This design comes from an exercise in tuning for small area, a short achievable clock period and few clock cycles on the open sky130 flow, not from production work.
In this exercise RTL edits were held to simulation tests only and were not proved equivalent to the original.
Power is estimated from default activity; no workload was simulated.

### flow/design.v
module kiri_tx_encoder (
    input  wire       clk,
    input  wire       rst,           
    input  wire       start,
    output wire       start_ready,
    input  wire [7:0] dst,
    input  wire [7:0] src,
    input  wire [8:0] len,           
    input  wire       in_valid,
    output wire       in_ready,
    input  wire [7:0] in_data,
    output wire       out_valid,
    input  wire       out_ready,
    output wire [7:0] out_data
);
    localparam [2:0] S_IDLE  = 3'd0,
                     S_LOAD  = 3'd1,
                     S_SCAN  = 3'd2,
                     S_CODE  = 3'd3,
                     S_DATA  = 3'd4,
                     S_DELIM = 3'd5;
    function [15:0] crc16_byte;
        input [15:0] crc_in;
        input [7:0]  b;
        reg   [15:0] c;
        integer      i;
        begin
            c = crc_in ^ {b, 8'h00};
            for (i = 0; i < 8; i = i + 1)
                c = c[15] ? ((c << 1) ^ 16'h1021) : (c << 1);
            crc16_byte = c;
        end
    endfunction
    reg [2:0]  state;
    reg [7:0]  dst_r;
    reg [7:0]  src_r;
    reg [8:0]  len_r;
    reg [15:0] crc;
    reg [8:0]  wr_ptr;       
    reg [9:0]  blk_start;    
    reg [7:0]  blk_len;      
    reg [7:0]  data_cnt;     
    reg [7:0]  payload [0:255];
    wire [9:0] raw_len = {1'b0, len_r} + 10'd4;
    function [7:0] raw_byte;
        input [9:0] idx;
        reg   [9:0] pidx;
        begin
            pidx = idx - 10'd2;
            if (idx == 10'd0)
                raw_byte = dst_r;
            else if (idx == 10'd1)
                raw_byte = src_r;
            else if (idx < {1'b0, len_r} + 10'd2)
                raw_byte = payload[pidx[7:0]];
            else if (idx == {1'b0, len_r} + 10'd2)
                raw_byte = crc[15:8];
            else
                raw_byte = crc[7:0];
        end
    endfunction
    wire [9:0] scan_idx  = blk_start + {2'b00, blk_len};
    wire       scan_end  = (scan_idx == raw_len);
    wire       scan_stop = scan_end || (blk_len == 8'd254) || (raw_byte(scan_idx) == 8'h00);
    wire [9:0] data_idx  = blk_start + {2'b00, data_cnt};
    wire       blk_full  = (blk_len == 8'd254);
    wire       blk_last  = !blk_full && scan_end;
    assign start_ready = (state == S_IDLE);
    assign in_ready    = (state == S_LOAD);
    assign out_valid   = (state == S_CODE) || (state == S_DATA) || (state == S_DELIM);
    assign out_data    = (state == S_CODE)  ? (blk_full ? 8'hFF : blk_len + 8'd1) :
                         (state == S_DATA)  ? raw_byte(data_idx) :
                         8'h00;
    always @(posedge clk) begin
        if (state == S_LOAD && in_valid)
            payload[wr_ptr[7:0]] <= in_data;
    end
    always @(posedge clk) begin
        if (rst) begin
            state     <= S_IDLE;
            dst_r     <= 8'h00;
            src_r     <= 8'h00;
            len_r     <= 9'd0;
            crc       <= 16'hFFFF;
            wr_ptr    <= 9'd0;
            blk_start <= 10'd0;
            blk_len   <= 8'd0;
            data_cnt  <= 8'd0;
        end else begin
            case (state)
                S_IDLE: begin
                    if (start) begin
                        dst_r     <= dst;
                        src_r     <= src;
                        len_r     <= len;
                        crc       <= crc16_byte(crc16_byte(16'hFFFF, dst), src);
                        wr_ptr    <= 9'd0;
                        blk_start <= 10'd0;
                        blk_len   <= 8'd0;
                        state     <= (len == 9'd0) ? S_SCAN : S_LOAD;
                    end
                end
                S_LOAD: begin
                    if (in_valid) begin
                        crc    <= crc16_byte(crc, in_data);
                        wr_ptr <= wr_ptr + 9'd1;
                        if (wr_ptr + 9'd1 == len_r)
                            state <= S_SCAN;
                    end
                end
                S_SCAN: begin
                    if (scan_stop)
                        state <= S_CODE;
                    else
                        blk_len <= blk_len + 8'd1;
                end
                S_CODE: begin
                    if (out_ready) begin
                        data_cnt <= 8'd0;
                        if (blk_len != 8'd0)
                            state <= S_DATA;
                        else if (blk_last)
                            state <= S_DELIM;
                        else begin
                            blk_start <= blk_start + 10'd1;
                            state     <= S_SCAN;
                        end
                    end
                end
                S_DATA: begin
                    if (out_ready) begin
                        data_cnt <= data_cnt + 8'd1;
                        if (data_cnt + 8'd1 == blk_len) begin
                            if (blk_full) begin
                                blk_start <= blk_start + 10'd254;
                                blk_len   <= 8'd0;
                                state     <= S_SCAN;
                            end else if (blk_last) begin
                                state <= S_DELIM;
                            end else begin
                                blk_start <= blk_start + {2'b00, blk_len} + 10'd1;
                                blk_len   <= 8'd0;
                                state     <= S_SCAN;
                            end
                        end
                    end
                end
                S_DELIM: begin
                    if (out_ready)
                        state <= S_IDLE;
                end
                default: state <= S_IDLE;
            endcase
        end
    end
endmodule
### flow/run.sh
#!/bin/bash
# synth_recipe.tcl (not shown) runs the flow's synth.tcl, then flattens the netlist and writes it again
# the make line also repeats each setting of config.mk as NAME=value (left out here)
make -C /OpenROAD-flow-scripts/flow DESIGN_CONFIG=/design/flow/config.mk WORK_HOME=/design/flow/orfs CLKGATE_MAP_FILE= SYNTH_SCRIPT=/design/flow/synth_recipe.tcl finish
### flow/config.mk
export PLATFORM = sky130hd
export DESIGN_NAME = kiri_tx_encoder
export DESIGN_NICKNAME = kiri_tx_encoder
export VERILOG_FILES = /design/flow/design.v
export SDC_FILE = /design/flow/constraint.sdc
export NUM_CORES = 4
export LEC_CHECK = 0
export CAP_MARGIN = 20
export CORE_MARGIN = 2
export CORE_UTILIZATION = 40
export PLACE_DENSITY = 0.6
export SLEW_MARGIN = 20
### flow/constraint.sdc
create_clock -name core_clock -period 12.0 [get_ports {clk}]
set_input_delay 2.4000 -clock core_clock [delete_from_list [all_inputs] [get_ports {clk}]]
set_output_delay 2.4000 -clock core_clock [all_outputs]
set_load 0.01 [all_outputs]
==> results.txt <==
kinds of logic (layout without fill, tap and decap cells):
| family | after synthesis | count (layout) | synth area share |
|---|---|---|---|
| flops | 2127 | 2127 | 0.631 |
| simple gates | 1437 | 1437 | 0.0654 |
| mux | 1008 | 1008 | 0.209 |
| compound gates | 800 | 800 | 0.0541 |
| buf+inv | 481 | 638 | 0.0203 |
| xor+xnor | 143 | 143 | 0.0132 |
| fa+ha+maj | 57 | 57 | 0.00728 |
| other cells | 0 | 11 | 0 |
path summary, 6_finish.rpt:
path	start	to	slack [ns]
hold reg to reg	dst_r[6]	dst_r[6]	0.48
hold / removal	dst_r[6]	dst_r[6]	0.48
setup / recovery	blk_start[0]	out_data[7]	1.74
setup reg to reg	blk_len[0]	blk_len[4]	3.91
state kept, by name, summed over array words and instances, names as in the netlist:
name,flops
blk_len,8
blk_start,10
crc,16
data_cnt,8
dst_r,8
len_r,9
payload,2048
src_r,8
state,3
wr_ptr,9
cell type report:
| class | instances | area [µm²] | share of cell area |
|---|---|---|---|
| tap | 3330 | 4170 | 0.0373 |
| clock buffer | 261 | 5810 | 0.0520 |
| antenna | 11 | 27.5 | 0.000246 |
| sequential | 2127 | 63100 | 0.565 |
| timing repair buffer | 181 | 1730 | 0.0155 |
| inverter | 43 | 164 | 0.00147 |
| multi-input combinational | 3445 | 35200 | 0.315 |
| clock inverter | 153 | 1520 | 0.0136 |
power groups by stage:
stage / clock [mW] / combinational [mW] / sequential (mW)
6_report: 6.99 / 10.7 / 8.28
3_3_place_gp: 0 / 10.5 / 8.44
4_1_cts: 7.04 / 10.5 / 8.28
5_1_grt: 7.34 / 11.0 / 8.29
3_5_place_dp: 0 / 10.5 / 8.44
2_1_floorplan: 0 / 6.16 / 8.39
cell usage in the layout, fill, tap and decap left out, types with 31 or more instances in the layout:
master	instances
clkbuf_16	227
inv_1	38
xor2_1	37
buf_4	114
a21oi_1	272
nand2_1	241
clkbuf_1	34
clkinv_2	46
nor2_1	565
o21ai_0	77
mux2i_1	121
nor3_1	296
a211oi_1	147
or3_1	67
o311ai_0	54
dfxtp_1	79
ha_1	51
nor4_1	46
edfxtp_1	2048
clkinv_1	42
xnor2_1	94
o211ai_1	31
clkdlybuf4s50_1	39
mux4_2	863
nand3_1	66
worst max-delay path: cells and delay by family (launching register included):
family                   cells  cell delay (ns)
AO/OA/AOI/OAI                5             2.39
XOR/XNOR                     1             0.25
adder cells (fa/ha/maj)      3             1.60
buffers and inverters        3             1.39
flip-flops                   1             0.43
multiplexers                 1             0.34
AND/OR/NAND/NOR              2             0.45
metrics by stage:
stage / power (mW) / hold slack [ns]
floorplan: 14.6 / 0.442
global placement: 18.9 / 0.465
detailed placement: 18.9 / 0.466
CTS: 25.8 / 0.478
global route: 26.6 / 0.508
finish: 26.0 / 0.481
metal layers:
| layer | share of wire | vias to the layer above | GRT usage |
|---|---|---|---|
| li1 | - | 24900 | - |
| met1 | 0.39 | 32300 | 0.335 |
| met2 | 0.46 | 3900 | 0.377 |
| met3 | 0.11 | 651 | 0.0618 |
| met4 | 0.045 | 6 | 0.105 |
| met5 | 0.00011 | - | 0 |
==> flow_metrics.py <==
metrics = {
    "status": {
        "status": "no timing/DRC/antenna violations",
    },
    "setup_path": {
        "worstSetupEndpointType": "output port",
        "cp_slowest_cell": "fa_4",
        "cp_max_fo": 30,
        "reg2regPathDepth": 19,
        "path_cells": "ha_4 -> fa_4 -> inv_1 -> ha_4 -> xor2_4 -> buf_4 -> mux4_2 -> nor2b_1 -> a211oi_1 -> a211oi_1 -> a21oi_1 -> a221oi_1 -> nor3_1 -> o31ai_1 -> clkdlybuf4s50_1",
        "path_class": "flip-flop to output port",
        "cpPeakStageDelay_ns": 1.14,
        "cp.arrival_ns": 7.86,
        "cp.required_ns": 9.60,
        "startpoint_type": "flip-flop",
    },
    "clock_network": {
        "cts_root_buffer": "clkbuf_16",
        "clkLatencyLatePin_ns": 0.90,
        "htree_levels": 4,
        "cts_hold_buf": 0,
        "numClockSinks": 2127,
        "ctsResizeCount": 0,
        "cts_tree": "yes",
        "cts_made_buffers": 221,
        "post_cts_buffers": 0,
        "clock_path_buffers": 3,
        "clk_pin_slew_ns": 0.07,
    },
    "routing": {
        "drt_iter0_drc": 9358,
        "drc": 0,
        "routedWlPerCell_um": 33.5,
        "postRouteAntennaNets": 0,
        "first_pass_iters": 6,
        "vias_per_cell": 6.47,
        "wl_um": 320000,
        "vias": 61800,
    },
    "placed_design": {
        "placed_cells": 9123,
        "place_area_um2": 104000,
        "dp_hpwl_um": 201000,
        "io_buffers": 48,
        "gp_congestion": 0.893,
        "post-place-ws_ns": 2.90,
    },
    "logic_synthesis": {
        "syn-num-nets": 6148,
        "syn_area_um2": 100000,
        "syn_inst": 6053,
        "ys_seq_elements": 2127,
        "yosysMostFrequentCell": "edfxtp_1",
        "synth_top_cell_by_area": "edfxtp_1",
        "synth_edf_count": 2048,
        "ys_seq_area_frac": 0.631,
        "synth_top_area_frac": 0.615,
        "synth_warnings": 1,
        "synth_commonest_cells": "2048 x edfxtp_1, 863 x mux4_2, 572 x nor2_1",
        "yosys-top-cells-area": "edfxtp_1 61%, mux4_2 19%, nor2_1 2.1%",
        "ys.flop_type": "edfxtp_1",
        "async_flop_share": 0,
        "synth_cell_type_count": 94,
        "syn_area_per_cell_um2": 16.5,
    },
    "layout": {
        "fin_util": 0.449,
        "final_cells": 9551,
        "fillers": 21400,
        "area_delta_synth_final_pct": 11.7,
        "final_area_um2": 112000,
        "drive_above_1_share": 0.235,
        "num-nets-final": 6114,
    },
    "die": {
        "core_area_um2": 249000,
        "die-area_um2": 254000,
        "die_height_um": 504,
        "ioPinCount": 49,
        "initial_core_util": 0.402,
        "fp-row-count": 183,
        "dieWidth_um": 504,
    },
    "power": {
        "switchingPower_mw": 10.1,
        "pwr-share-clk": 0.269,
        "p_comb_frac": 0.413,
        "switching_share": 0.389,
        "cellPowerDensity_nw_per_um2": 233,
        "p_seq_frac": 0.318,
        "vdd_drop_max_uv": 353,
        "leakagePower_nw": 33.3,
        "p_int_mw": 15.9,
    },
    "min_path": {
        "hp-class": "flip-flop to flip-flop",
        "whs_path_depth": 2,
    },
    "grt": {
        "grt_pass1_wl_um": 452000,
        "grt_pass1_vias": 60500,
        "overflow": 0,
        "antenna_found_initial": 22,
        "grtUsageTotal": 0.246,
        "grt_max_degree": 169,
    },
    "sta": {
        "worstMarginPinSlew_ns": 1.22,
        "rsz0062_at_grt": "no",
        "clock.fmax_mhz": 97.4,
        "setup_tns_ns": 0,
        "final-max-slew-violation-count": 0,
        "hold_viol_final": 0,
        "relSlewSlack": 0.177,
        "min_period_ns": 10.26,
        "clock_skew_ns": 0.0719,
        "setup_violations": 0,
        "setup_slack_ns": 1.74,
        "fin_crit_sh": 0.855,
    },
    "job": {
        "max-cap-violations": 0,
    },
}
Testbench counts, summed over its fixed seeds: cycles 67,635.

separate check: timing with driven ports:
How much do the figures lean on ideal ports? The routed layout below was timed once more, with nothing changed but the port constraints. Step 1 assumes that a clkbuf_16 drives the clock port and a buf_2 every other input. Step 2 times the ports against the registers' clock, not the clock port: input delays grow and output delays shrink by t, the midpoint of the rising clock arrivals with the driver on. Slacks: no drivers / after step 1 / after step 2; pairs: no drivers / after step 1.
shift t [ns]: 0.964
setup slack, ns: 1.735 / 1.639 / 2.603
clock arrival spread, ns: 0.074 / 0.074
worst data-port slew with drivers (ns): 0.07
pins driven straight from the clock port: 1
After both steps setup and hold are still met in this run. The setup slack of this run moves by -0.096 ns with the drivers and by +0.868 ns with both steps.
